This design comes from an exercise in tuning for small area, a short achievable clock period and few clock cycles per item on the open sky130 flow, not from production work.
The RTL was checked by simulation tests, not by an equivalence proof against the original design.
Power is estimated from default activity; no workload was simulated.

[design/flow/config.mk]
export PLATFORM = sky130hd
export DESIGN_NAME = stack_vm
export DESIGN_NICKNAME = stack_vm
export VERILOG_FILES = /design/flow/design.v
export SDC_FILE = /design/flow/constraint.sdc
export NUM_CORES = 4
export LEC_CHECK = 0
export CAP_MARGIN = 20
export CORE_MARGIN = 2
export CORE_UTILIZATION = 30
export SLEW_MARGIN = 20
[design/flow/constraint.sdc]
create_clock -name core_clock -period 13.0 [get_ports {clk}]
set_input_delay 2.6000 -clock core_clock [delete_from_list [all_inputs] [get_ports {clk}]]
set_output_delay 2.6000 -clock core_clock [all_outputs]
set_load 0.01 [all_outputs]
[design/flow/design.v]
module stack_vm #(
    parameter MEMMAX = 16
) (
    input  wire                 clk,
    input  wire                 rst,           
    input  wire [31:0]          prog_len,      
    output wire [30:0]          prog_addr,     
    input  wire [63:0]          prog_rdata,    
    input  wire                 cmd_valid,
    input  wire                 cmd_run,       
    output wire                 cmd_ready,
    output reg                  done,
    output reg  [32:0]          sp,
    output reg  [32:0]          ip,
    output wire [15:0]          status,
    output wire [32:0]          fault_ip,
    output wire [MEMMAX*32-1:0] stack_cells
);
    localparam [1:0] ST_RUNNING = 2'd0, ST_HALTED = 2'd1, ST_FAULTED = 2'd2;
    localparam [3:0] F_NONE = 4'd0, F_UNDERFLOW = 4'd1, F_ILL_STACK = 4'd2,
                     F_DIVZERO = 4'd3, F_OVERFLOW = 4'd4, F_ILL_INSTR = 4'd5,
                     F_UNSUPPORTED = 4'd6;
    localparam [4:0] OP_LOADC = 5'd0,  OP_ADD = 5'd1,   OP_SUB = 5'd2,   OP_MUL = 5'd3,
                     OP_DIV = 5'd4,    OP_MOD = 5'd5,   OP_AND = 5'd6,   OP_OR = 5'd7,
                     OP_XOR = 5'd8,    OP_EQ = 5'd9,    OP_NEQ = 5'd10,  OP_LE = 5'd11,
                     OP_LEQ = 5'd12,   OP_GR = 5'd13,   OP_GEQ = 5'd14,  OP_NOT = 5'd15,
                     OP_NEG = 5'd16,   OP_LOAD = 5'd17, OP_STORE = 5'd18, OP_LOADA = 5'd19,
                     OP_STOREA = 5'd20, OP_POP = 5'd21, OP_JUMP = 5'd22, OP_JUMPZ = 5'd23,
                     OP_JUMPI = 5'd24, OP_DUP = 5'd25,  OP_ALLOC = 5'd26;
    localparam [2:0] PH_FIRST = 3'd0, PH_MUL = 3'd1, PH_ALIGN = 3'd2, PH_DIV = 3'd3,
                     PH_NEG = 3'd4, PH_JI = 3'd5, PH_REF = 3'd6;
    reg         busy;           
    reg         run_mode;
    reg  [1:0]  st_state;
    reg  [3:0]  st_fcode;
    reg  [7:0]  st_fop;
    reg  [30:0] fip;
    reg  [31:0] len_r;          
    reg  [31:0] stack [0:15];
    reg  [31:0] tos;            
    reg  [31:0] nos;            
    reg         d_valid;
    reg         d_bad;
    reg  [7:0]  d_opc;          
    wire [4:0]  d_op = d_opc[4:0];
    reg  [31:0] d_arg;
    reg  [2:0]  ph;
    reg  [31:0] md_q;           
    reg         md_t33;         
    reg  [4:0]  md_cnt;
    reg         md_bp;          
    reg         md_sa, md_sb, md_mod;
    assign status    = {st_fop, st_fcode, 2'b00, st_state};
    assign fault_ip  = {2'b00, fip};
    assign cmd_ready = !busy;
    genvar g;
    generate
        for (g = 0; g < 16; g = g + 1) begin : g_cells
            assign stack_cells[g*32 +: 32] = stack[g];
        end
    endgenerate
    wire [7:0]  r_opc = prog_rdata[7:0];
    wire [31:0] r_arg = prog_rdata[63:32];
    reg r_has_arg;
    always @(*) begin
        case (r_opc)
            8'd0, 8'd19, 8'd20, 8'd22, 8'd23, 8'd24, 8'd26: r_has_arg = 1'b1;
            default: r_has_arg = 1'b0;
        endcase
    end
    wire r_bad = (r_opc > 8'd26) || (prog_rdata[31:8] != 24'd0) ||
                 (!r_has_arg && r_arg != 32'd0);
    wire signed [5:0] sp6 = sp[5:0];            
    wire [3:0]  spi   = sp[3:0];
    wire [3:0]  spm1  = spi - 4'd1;
    wire [3:0]  spm2  = spi - 4'd2;
    wire [3:0]  spp1  = spi + 4'd1;
    wire sp_ge0 = !sp6[5];
    wire sp_ge1 = !sp6[5] && (sp6 != 6'sd0);
    wire sp_ge2 = sp_ge1 && (sp6 != 6'sd1);
    wire sp_top = (sp6 == 6'sd15);              
    wire [32:0] sp_m1 = {{27{sp6[5]}}, sp6} - 33'd1;
    wire [32:0] sp_m2 = {{27{sp6[5]}}, sp6} - 33'd2;
    wire [32:0] sp_p1 = {{27{sp6[5]}}, sp6} + 33'd1;
    wire signed [32:0] sp_alloc = {{27{sp6[5]}}, sp6} + {d_arg[31], d_arg};
    wire [30:0] ip_inc  = ip[30:0] + 31'd1;
    wire [30:0] ip_inc2 = {ip[30:1] + 30'd1, ip[0]};
    wire        last    = ({1'b0, ip_inc} == len_r);    
    wire signed [32:0] arg_s = {d_arg[31], d_arg};
    wire signed [32:0] len_s = {1'b0, len_r};
    wire arg_ge_len = (arg_s >= len_s);
    wire arg_small  = (d_arg[31:4] == 28'd0);           
    wire tos_small  = (tos[31:4] == 28'd0);
    wire arga_bad   = !arg_small || !sp_ge0 || (d_arg[3:0] > spi);
    wire tosa_bad   = !tos_small || (tos[3:0] > spi);
    wire tosa1_bad  = !tos_small || (tos[3:0] > spm1);
    wire t_nz = (tos != 32'd0);
    wire n_nz = (nos != 32'd0);
    reg  [3:0] raddr;
    always @(*) begin
        if (ph == PH_REF) raddr = spm1;
        else if (ph != PH_FIRST) raddr = spm2;
        else begin
            case (d_op)
                OP_LOAD:  raddr = tos[3:0];
                OP_LOADA: raddr = d_arg[3:0];
                OP_ALLOC: raddr = sp_alloc[3:0];
                default:  raddr = spm2;
            endcase
        end
    end
    wire [31:0] rdat = stack[raddr];
    reg         a_zero;         
    reg         a_sub;
    wire [31:0] ax = a_zero ? 32'd0 : nos;
    wire [32:0] a_sum = {1'b0, ax} + {1'b0, tos ^ {32{a_sub}}} + {32'd0, a_sub};
    wire [31:0] alu_sum = a_sum[31:0];
    wire        a_cout  = a_sum[32];
    wire        lt  = (nos[31] ^ tos[31]) ? nos[31] : alu_sum[31];   
    wire        eq  = (nos == tos);
    reg         m_acc;          
    reg  [2:0]  m_dig;          
    wire        pp_neg = m_dig[2] && !(m_dig[1] && m_dig[0]);
    wire        pp_one = m_dig[1] ^ m_dig[0];
    wire        pp_two = (m_dig == 3'b100) || (m_dig == 3'b011);
    wire [31:0] pp_mag = pp_one ? nos : pp_two ? {nos[30:0], 1'b0} : 32'd0;
    wire [31:0] m_sum  = (m_acc ? md_q : 32'd0) + (pp_mag ^ {32{pp_neg}}) + {31'd0, pp_neg};
    wire        mul_last = (tos[31:1] == 31'd0) || (tos[31:1] == {31{1'b1}});
    function [5:0] bitlen;
        input [31:0] v;
        integer k;
        begin
            bitlen = 6'd0;
            for (k = 0; k < 32; k = k + 1)
                if (v[k]) bitlen = k[5:0] + 6'd1;
        end
    endfunction
    wire [5:0]  la = bitlen(nos);
    wire [5:0]  lb = bitlen(tos);
    wire [5:0]  dk = la - lb;
    wire        div_small = (la < lb);         
    wire [31:0] tos_shl = tos << dk[4:0];
    wire        dv_ge  = a_cout;               
    wire [31:0] dv_rem = dv_ge ? alu_sum : nos;
    wire [31:0] dv_quo = {md_q[30:0], dv_ge};
    wire        dv_neg = md_mod ? md_sa : (md_sa ^ md_sb);
    reg         e_done;         
    reg  [3:0]  e_fault;        
    reg         e_redir;        
    reg  [32:0] e_tgt;
    reg         e_seq;          
    reg         e_we;
    reg  [3:0]  e_widx;
    reg  [31:0] e_wdata;
    reg  [32:0] e_sp;
    reg  [31:0] e_tos, e_nos;
    reg  [2:0]  e_ph;
    reg         e_halt;
    always @(*) begin
        e_done  = 1'b0;
        e_fault = F_NONE;
        e_redir = 1'b0;
        e_tgt   = {arg_s};
        e_seq   = 1'b1;
        e_we    = 1'b0;
        e_widx  = spi;
        e_wdata = 32'd0;
        e_sp    = sp;
        e_tos   = tos;
        e_nos   = nos;
        e_ph    = ph;
        a_zero  = 1'b0;
        a_sub   = 1'b1;
        m_acc   = 1'b0;
        m_dig   = {tos[1:0], 1'b0};
        case (ph)
        PH_FIRST: begin
            e_done = 1'b1;
            if (d_bad) e_fault = F_UNSUPPORTED;
            else begin
                case (d_op)
                OP_LOADC, OP_LOADA, OP_DUP: begin
                    if (d_op == OP_LOADA && arga_bad) e_fault = F_ILL_STACK;
                    else if (d_op == OP_DUP && !sp_ge0) e_fault = F_UNDERFLOW;
                    else begin
                        e_sp    = sp_p1;
                        e_widx  = spp1;
                        e_wdata = (d_op == OP_LOADC) ? d_arg : (d_op == OP_LOADA) ? rdat : tos;
                        e_we    = !sp_top;
                        e_tos   = e_wdata;
                        e_nos   = tos;
                        if (sp_top) e_fault = F_OVERFLOW;
                    end
                end
                OP_ADD, OP_SUB, OP_AND, OP_OR, OP_XOR, OP_EQ, OP_NEQ,
                OP_LE, OP_LEQ, OP_GR, OP_GEQ: begin
                    a_sub = (d_op != OP_ADD);
                    if (d_op == OP_XOR ? !sp_ge2 : !sp_ge1) e_fault = F_UNDERFLOW;
                    else begin
                        e_sp   = sp_m1;
                        e_widx = spm1;
                        e_we   = 1'b1;
                        case (d_op)
                            OP_ADD, OP_SUB: e_wdata = alu_sum;
                            OP_AND: e_wdata = {31'd0, n_nz & t_nz};
                            OP_OR:  e_wdata = {31'd0, n_nz | t_nz};
                            OP_XOR: e_wdata = {31'd0, n_nz ^ t_nz};
                            OP_EQ:  e_wdata = {31'd0, eq};
                            OP_NEQ: e_wdata = {31'd0, !eq};
                            OP_LE:  e_wdata = {31'd0, lt};
                            OP_LEQ: e_wdata = {31'd0, lt | eq};
                            OP_GR:  e_wdata = {31'd0, !(lt | eq)};
                            default: e_wdata = {31'd0, !lt};    
                        endcase
                        e_tos = e_wdata;
                        e_nos = rdat;
                    end
                end
                OP_MUL: begin
                    m_dig = {tos[1:0], 1'b0};
                    if (!sp_ge1) e_fault = F_UNDERFLOW;
                    else if (mul_last) begin
                        e_sp    = sp_m1;
                        e_widx  = spm1;
                        e_we    = 1'b1;
                        e_wdata = m_sum;
                        e_tos   = m_sum;
                        e_nos   = rdat;
                    end else begin
                        e_done = 1'b0;
                        e_ph   = PH_MUL;
                        e_tos  = {{2{tos[31]}}, tos[31:2]};
                        e_nos  = {nos[29:0], 2'b00};
                    end
                end
                OP_DIV, OP_MOD: begin
                    a_zero = 1'b1;
                    m_dig  = 3'b110;                     
                    if (!sp_ge1) e_fault = F_UNDERFLOW;
                    else if (!t_nz) e_fault = F_DIVZERO;
                    else begin
                        e_done = 1'b0;
                        e_ph   = PH_ALIGN;
                        e_tos  = tos[31] ? alu_sum : tos;
                        e_nos  = nos[31] ? m_sum : nos;
                    end
                end
                OP_NOT, OP_NEG: begin
                    a_zero = 1'b1;
                    if (!sp_ge0) e_fault = F_UNDERFLOW;
                    else begin
                        e_we    = 1'b1;
                        e_wdata = (d_op == OP_NOT) ? {31'd0, !t_nz} : alu_sum;
                        e_tos   = e_wdata;
                    end
                end
                OP_LOAD: begin
                    if (!sp_ge0) e_fault = F_UNDERFLOW;
                    else if (tosa_bad) e_fault = F_ILL_STACK;
                    else begin
                        e_we    = 1'b1;
                        e_wdata = rdat;
                        e_tos   = rdat;
                    end
                end
                OP_STORE: begin
                    if (!sp_ge1) e_fault = F_UNDERFLOW;
                    else if (tosa1_bad) e_fault = F_ILL_STACK;
                    else begin
                        e_done  = 1'b0;
                        e_ph    = PH_REF;
                        e_we    = 1'b1;
                        e_widx  = tos[3:0];
                        e_wdata = nos;
                        e_sp    = sp_m2;
                        e_tos   = (tos[3:0] == spm2) ? nos : rdat;
                    end
                end
                OP_STOREA: begin
                    if (!sp_ge0) e_fault = F_UNDERFLOW;
                    else if (arga_bad) e_fault = F_ILL_STACK;
                    else begin
                        e_we    = 1'b1;
                        e_widx  = d_arg[3:0];
                        e_wdata = tos;
                        if (d_arg[3:0] == spm1) e_nos = tos;
                    end
                end
                OP_POP: begin
                    if (!sp_ge0) e_fault = F_UNDERFLOW;
                    else begin
                        e_sp  = sp_m1;
                        e_tos = nos;
                        e_nos = rdat;
                    end
                end
                OP_JUMP: begin
                    if (arg_ge_len) e_fault = F_ILL_INSTR;
                    else begin
                        e_seq   = 1'b0;
                        e_redir = 1'b1;
                        if (d_arg[31]) e_fault = F_ILL_INSTR;
                    end
                end
                OP_JUMPZ: begin
                    if (arg_ge_len) e_fault = F_ILL_INSTR;
                    else if (!sp_ge0) e_fault = F_UNDERFLOW;
                    else begin
                        e_sp  = sp_m1;
                        e_tos = nos;
                        e_nos = rdat;
                        if (!t_nz) begin
                            e_seq   = 1'b0;
                            e_redir = 1'b1;
                            if (d_arg[31]) e_fault = F_ILL_INSTR;
                        end
                    end
                end
                OP_JUMPI: begin
                    if (arg_ge_len) e_fault = F_ILL_INSTR;
                    else if (!sp_ge0) e_fault = F_UNDERFLOW;
                    else begin
                        e_done = 1'b0;
                        e_ph   = PH_JI;
                        e_sp   = sp_m1;
                        e_tos  = nos;
                        e_nos  = rdat;
                    end
                end
                OP_ALLOC: begin
                    if (sp_alloc < -33'sd1) e_fault = F_UNDERFLOW;
                    else begin
                        e_sp = sp_alloc;
                        e_tos = rdat;
                        if (sp_alloc >= 33'sd16) e_fault = F_OVERFLOW;
                        else begin
                            e_done = 1'b0;
                            e_ph   = PH_REF;
                        end
                    end
                end
                default: e_fault = F_UNSUPPORTED;
                endcase
            end
        end
        PH_MUL: begin
            m_acc = 1'b1;
            m_dig = {tos[1:0], md_bp};
            if (mul_last) begin
                e_done  = 1'b1;
                e_sp    = sp_m1;
                e_widx  = spm1;
                e_we    = 1'b1;
                e_wdata = m_sum;
                e_tos   = m_sum;
                e_nos   = rdat;
            end else begin
                e_tos = {{2{tos[31]}}, tos[31:2]};
                e_nos = {nos[29:0], 2'b00};
            end
        end
        PH_ALIGN: begin
            m_dig = 3'b110;                          
            if (div_small) begin
                e_done  = 1'b1;
                e_sp    = sp_m1;
                e_widx  = spm1;
                e_we    = 1'b1;
                e_wdata = !md_mod ? 32'd0 : md_sa ? m_sum : nos;
                e_tos   = e_wdata;
                e_nos   = rdat;
            end else begin
                e_tos = tos_shl;
                e_ph  = PH_DIV;
            end
        end
        PH_DIV: begin
            e_tos = {1'b0, tos[31:1]};
            e_nos = dv_rem;
            if (md_cnt == 5'd0) begin
                if (dv_neg) begin
                    e_nos = md_mod ? dv_rem : dv_quo;
                    e_ph  = PH_NEG;
                end else begin
                    e_done  = 1'b1;
                    e_sp    = sp_m1;
                    e_widx  = spm1;
                    e_we    = 1'b1;
                    e_wdata = md_mod ? dv_rem : dv_quo;
                    e_tos   = e_wdata;
                    e_nos   = rdat;
                end
            end
        end
        PH_NEG: begin
            m_dig   = 3'b110;                        
            e_done  = 1'b1;
            e_sp    = sp_m1;
            e_widx  = spm1;
            e_we    = 1'b1;
            e_wdata = m_sum;
            e_tos   = m_sum;
            e_nos   = rdat;
        end
        PH_JI: begin
            e_done  = 1'b1;
            e_seq   = 1'b0;
            e_redir = 1'b1;
            e_tgt   = {md_t33, md_q};
            if (md_t33 || ({1'b0, md_q} > {1'b0, len_r})) e_fault = F_ILL_INSTR;
        end
        default: begin  
            e_done = 1'b1;
            e_nos  = rdat;
        end
        endcase
        if (e_done) e_ph = PH_FIRST;
        e_halt = e_seq ? last : (e_tgt == {1'b0, len_r});
    end
    wire e_go = busy && d_valid;
    assign prog_addr = !busy            ? ip[30:0] :
                       !d_valid         ? ip_inc :
                       !e_done          ? ip_inc :
                       e_redir          ? e_tgt[30:0] : ip_inc2;
    wire [32:0] ji_sum = arg_s + {tos[31], tos};
    always @(posedge clk) begin
        len_r <= prog_len;
        if (e_go && e_we) stack[e_widx] <= e_wdata;
        if (rst) begin
            busy     <= 1'b0;
            run_mode <= 1'b0;
            done     <= 1'b0;
            d_valid  <= 1'b0;
            ph       <= PH_FIRST;
            sp       <= {33{1'b1}};
            ip       <= 33'd0;
            fip      <= 31'd0;
            st_state <= (prog_len == 32'd0) ? ST_HALTED : ST_RUNNING;
            st_fcode <= F_NONE;
            st_fop   <= 8'd0;
        end else begin
            done <= 1'b0;
            if (!busy) begin
                d_valid <= 1'b0;
                ph      <= PH_FIRST;
                if (cmd_valid) begin
                    run_mode <= cmd_run;
                    if (st_state == ST_RUNNING) busy <= 1'b1;
                    else                        done <= 1'b1;
                end
            end else if (!d_valid) begin
                d_valid <= 1'b1;
            end else begin
                ph  <= e_ph;
                sp  <= e_sp;
                tos <= e_tos;
                nos <= e_nos;
                if (e_done) begin
                    ip <= e_seq ? {2'b00, ip_inc} : e_tgt;
                    if (e_fault != F_NONE) begin
                        st_state <= ST_FAULTED;
                        st_fcode <= e_fault;
                        st_fop   <= d_opc;
                        fip      <= ip[30:0];
                        busy     <= 1'b0;
                        done     <= 1'b1;
                    end else if (e_halt) begin
                        st_state <= ST_HALTED;
                        busy     <= 1'b0;
                        done     <= 1'b1;
                    end else if (!run_mode) begin
                        busy     <= 1'b0;
                        done     <= 1'b1;
                    end else begin
                        d_valid  <= !e_redir;
                    end
                end
            end
        end
    end
    wire d_load = busy && (!d_valid || e_done);
    always @(posedge clk) begin
        if (d_load) begin
            d_bad <= r_bad;
            d_opc <= r_opc;
            d_arg <= r_arg;
        end
        if (e_go) begin
            case (ph)
            PH_FIRST: begin
                md_q   <= m_sum;                     
                md_bp  <= tos[1];
                md_sa  <= nos[31];
                md_sb  <= tos[31];
                md_mod <= (d_op == OP_MOD);
                if (d_op == OP_JUMPI) begin
                    md_q   <= ji_sum[31:0];
                    md_t33 <= ji_sum[32];
                end
            end
            PH_MUL: begin
                md_q  <= m_sum;
                md_bp <= tos[1];
            end
            PH_ALIGN: begin
                md_q   <= 32'd0;
                md_cnt <= dk[4:0];
            end
            PH_DIV: begin
                md_q   <= dv_quo;
                md_cnt <= md_cnt - 5'd1;
            end
            default: ;
            endcase
        end
    end
endmodule
[design/flow/run.sh]
#!/bin/bash
# synth_recipe.tcl (not shown) runs the flow's synth.tcl, then flattens the netlist and writes it again
# the make line also repeats each setting of config.mk as NAME=value (left out here)
make -C /OpenROAD-flow-scripts/flow DESIGN_CONFIG=/design/flow/config.mk WORK_HOME=/design/flow/orfs CLKGATE_MAP_FILE= SYNTH_SCRIPT=/design/flow/synth_recipe.tcl finish
==> impl_metrics.py <==
metrics = {
    "status": {
        "outcome": "no timing/DRC/antenna violations",
    },
    "global_routing": {
        "antenna_found_initial": 20,
        "grt_pass1_wl_um": 467000,
        "first_global_vias": 58400,
        "grt_max_degree": 170,
        "grt_use_total_pct": 33.1,
        "grt-ovfl-total": 0,
    },
    "power": {
        "ir_worst_vdd_mv": 0.119,
        "power_leakage_nw": 26.2,
        "power.density_nw_per_um2": 85.9,
    },
    "clocking": {
        "holdBufCountCts": 0,
        "cts_setup_buffers": 0,
        "cts_made_buffers": 95,
        "cts_htree_levels": 3,
        "clock-sinks": 808,
        "cts_root_buf": "clkbuf_16",
        "clock_latency_ps": 810,
        "cts_max_path_buffers": 3,
        "path_clk_slew_ps": 60,
        "cts_tree": "done",
        "ctsResizeCount": 0,
    },
    "sta": {
        "fin_crit_sh_pct": 84.2,
        "fin_tns_setup_ps": 0,
        "tightest_slew_ps": 1400,
        "fin_crit_ps": 10940,
        "rsz0062_at_grt": "no",
        "hold_viol_final": 0,
        "maxSlewHeadroom_pct": 6.05,
        "max_freq_mhz": 91.4,
        "fin_ws_ps": 2060,
        "setup_violations": 0,
        "slew_viol_final": 0,
        "fin_worst_skew_ps": 86.7,
    },
    "detailed_routing": {
        "route.detailed.drc": 0,
        "route.vias.total": 61800,
        "drt_iter0_drc": 8519,
        "vias_per_cell": 6.35,
        "wirelength_um": 343000,
        "avgRoutedWirePerCell_um": 35.2,
        "firstDrtPassIters": 10,
        "drtAntennaViolNets": 0,
    },
    "worst_setup_path": {
        "path_class": "reg -> out",
        "crit_family": "simple AND/OR/NAND/NOR gates",
        "startpoint_type": "flip-flop",
        "reg2reg_to": "stack[11][31]",
        "startpoint": "tos[3]",
        "critical_path.endpoint_type": "output pin",
        "worst-path-buf-inv": 3,
        "crit_top_cell": "nor3_1",
        "cp.depth": 30,
        "rr_worst_depth": 24,
        "required_ps": 10400,
        "critPathMaxFanout": 57,
        "r2r_slack_ps": 4380,
        "worstPathArrival_ps": 8340,
        "slowest_stage": "nor3_1",
        "slowest_delay_ps": 690,
        "r2r_start": "d_opc[4]",
        "endpoint": "prog_addr[7]",
    },
    "synth": {
        "synth_ff_type": "edfxtp_1",
        "syn_area_per_cell_um2": 8.90,
        "synthTopCellsByArea": "edfxtp_1, dfxtp_1, nand2_1",
        "synthCells": 6538,
        "synth_seq_cells": 808,
        "synth-seq-area-share_pct": 39.2,
        "syn_area_um2": 58200,
        "yosys.area.top_type": "edfxtp_1",
        "ys_warn_count": 1,
        "synth_top_area_share_pct": 34.1,
        "synth-edff-count": 661,
        "yosys.cell_types.count": 97,
        "async_flop_share_pct": 0,
    },
    "worst_hold_path": {
        "hold_depth": 2,
        "hp-class": "reg -> reg",
        "hold_start": "st_fcode[2]",
    },
    "floorplanning": {
        "ios": 760,
        "fp.dieH_um": 444,
        "fp.dieArea_um2": 197000,
        "rows": 161,
        "coreArea_um2": 193000,
        "start_util_pct": 30.2,
        "fp.dieW_um": 444,
    },
    "placed_design": {
        "port_buffers": 754,
        "gp_congestion": 1.04,
        "post-place-ws_ps": 3170,
        "dpl.hpwl_um": 249000,
    },
    "run": {
        "drv.max_cap_violation_count": 0,
    },
    "finish": {
        "layout_common_cells": "nand2_1, clkdlybuf4s50_1, edfxtp_1",
        "layout-area-overhead-vs-synth_pct": 24.4,
        "layout-drive-gt1-share_pct": 7.95,
        "final_common_cell": "nand2_1",
        "fin_nets": 7449,
    },
}
[cell usage after synthesis, types with 26 or more instances]
library cell,count
inv_1,137
o21a_1,48
o31ai_1,26
nor3_1,131
a221oi_1,85
nand2b_1,47
a222oi_1,46
dfxtp_1,147
buf_1,27
nor2b_1,72
a21o_1,91
nor4_1,74
mux2_2,33
a21oi_1,502
clkbuf_1,386
a211oi_1,173
o221ai_1,69
nand2_1,774
ha_1,224
a31oi_1,77
xnor2_1,189
buf_2,96
o21bai_1,27
nand4_1,71
edfxtp_1,661
and3_1,85
mux2i_1,262
xor2_1,122
o22ai_1,75
o211ai_1,100
a22oi_1,89
and2_1,105
nor2_1,465
o21ai_0,474
nand3_1,176
[cell families after synthesis]
group / after synthesis / synth area share [%]
adders and majority gates: 229 / 4.99
DFF: 808 / 39.2
AOI/OAI and AO/OA: 2104 / 23.8
xor gates and xnor gates: 311 / 4.68
other: 1 / 0.00645
buffers and inverters: 668 / 4.66
muxes: 314 / 5.87
and+or+nand+nor: 2103 / 16.9
[worst register-to-register path, stage by stage (launching register included)]
cell	delay [ps]
edfxtp_1	350
buf_4	300
nor4b_4	810
a22o_1	270
nand2b_1	120
ha_1	230
buf_4	270
nor2_2	170
buf_4	390
a22o_1	380
xor2_1	120
ha_1	410
nand2_1	100
o41ai_1	570
o21ai_0	330
a32oi_1	490
a221oi_1	150
buf_4	210
o21ai_1	370
a21oi_1	270
o21a_1	270
xnor2_1	280
mux2_2	350
a221oi_1	390
nand2_1	550
[final cells by class]
type | count | area [um^2]
Clock inverter | 53 | 697
Clock buffer | 119 | 2540
Antenna cell | 6 | 15.0
Timing Repair Buffer | 1008 | 9500
Multi-Input combinational cell | 5066 | 33100
Inverter | 141 | 529
Sequential cell | 808 | 22800
Fill cell | 19400 | 120000
Tap cell | 2526 | 3160
[power breakdown]
| part | switching (mW) | internal, mW |
|---|---|---|
| combinational | 0.348 | 0.184 |
| sequential | 0.0268 | 2.78 |
| clock | 1.25 | 1.62 |
| total | 1.63 | 4.58 |
[per-stage QoR]
| step | instances | hold WS [ps] | utilization, % | cell area (um^2) | power (mW) |
|---|---|---|---|---|---|
| after global placement | 9547 | 450 | 35.9 | 69100 | 3.37 |
| final | 9727 | 460 | 37.6 | 72400 | 6.21 |
| after global routing | 9722 | 473 | 37.6 | 72300 | 6.34 |
| after detailed placement | 9548 | 452 | 35.9 | 69100 | 3.37 |
| after floorplan | 6542 | 452 | - | 58200 | 3.16 |
| after CTS | 9720 | 460 | 37.6 | 72300 | 6.21 |
[how the worst min path moves through the flow]
stage / to / slack (ps)
after floorplan: md_sb / 450
after global placement: st_fcode[2] / 450
after detailed placement: st_fcode[2] / 450
after CTS: st_fcode[2] / 460
after global routing: st_fcode[2] / 470
final: st_fcode[2] / 460
[state kept, by name (all words and copies together), names as in the netlist, 2 cells and up]
name,count
fip,31
st_state,2
md_q,32
ph,3
st_fcode,3
md_cnt,5
nos,32
d_arg,32
stack,512
ip,33
st_fop,8
sp,33
len_r,32
d_opc,8
tos,32
[metal layers]
| layer | up-vias | GRT usage [%] | wire [um] |
|---|---|---|---|
| li1 | 25900 | - | - |
| met1 | 30200 | 40.2 | 127000 |
| met2 | 4581 | 49.2 | 144000 |
| met3 | 1101 | 13.5 | 47100 |
| met4 | 20 | 19.0 | 24000 |
| met5 | - | 0 | 131 |
Testbench counts, summed over its fixed seeds: cycles 59,728, instructions 41,447.

-- port drivers added, routing unchanged --
The flow's constraints put no driver on any port. The routed layout listed below was extracted and timed again, unchanged, in two steps. Step 1 sets driving cells, clkbuf_16 on the clock port and buf_2 on the other inputs (assumed; they add their load-dependent delay and slew). Step 2 also shifts input and output timing later by t, the mid clock arrival at the registers, as if the neighbouring blocks saw the same clock. Slacks: no drivers / after step 1 / after step 2; pairs: no drivers / after step 1.
t (ns): 0.869
setup slack, ns: 2.056 / 1.956 / 2.825
hold slack, ns: 0.460 / 0.460 / 0.460
latest minus earliest clock arrival (ns): 0.087 / 0.087
After both steps this run still meets setup and hold. For this run, drivers alone change the setup slack by -0.100 ns; drivers and shift together by +0.769 ns.
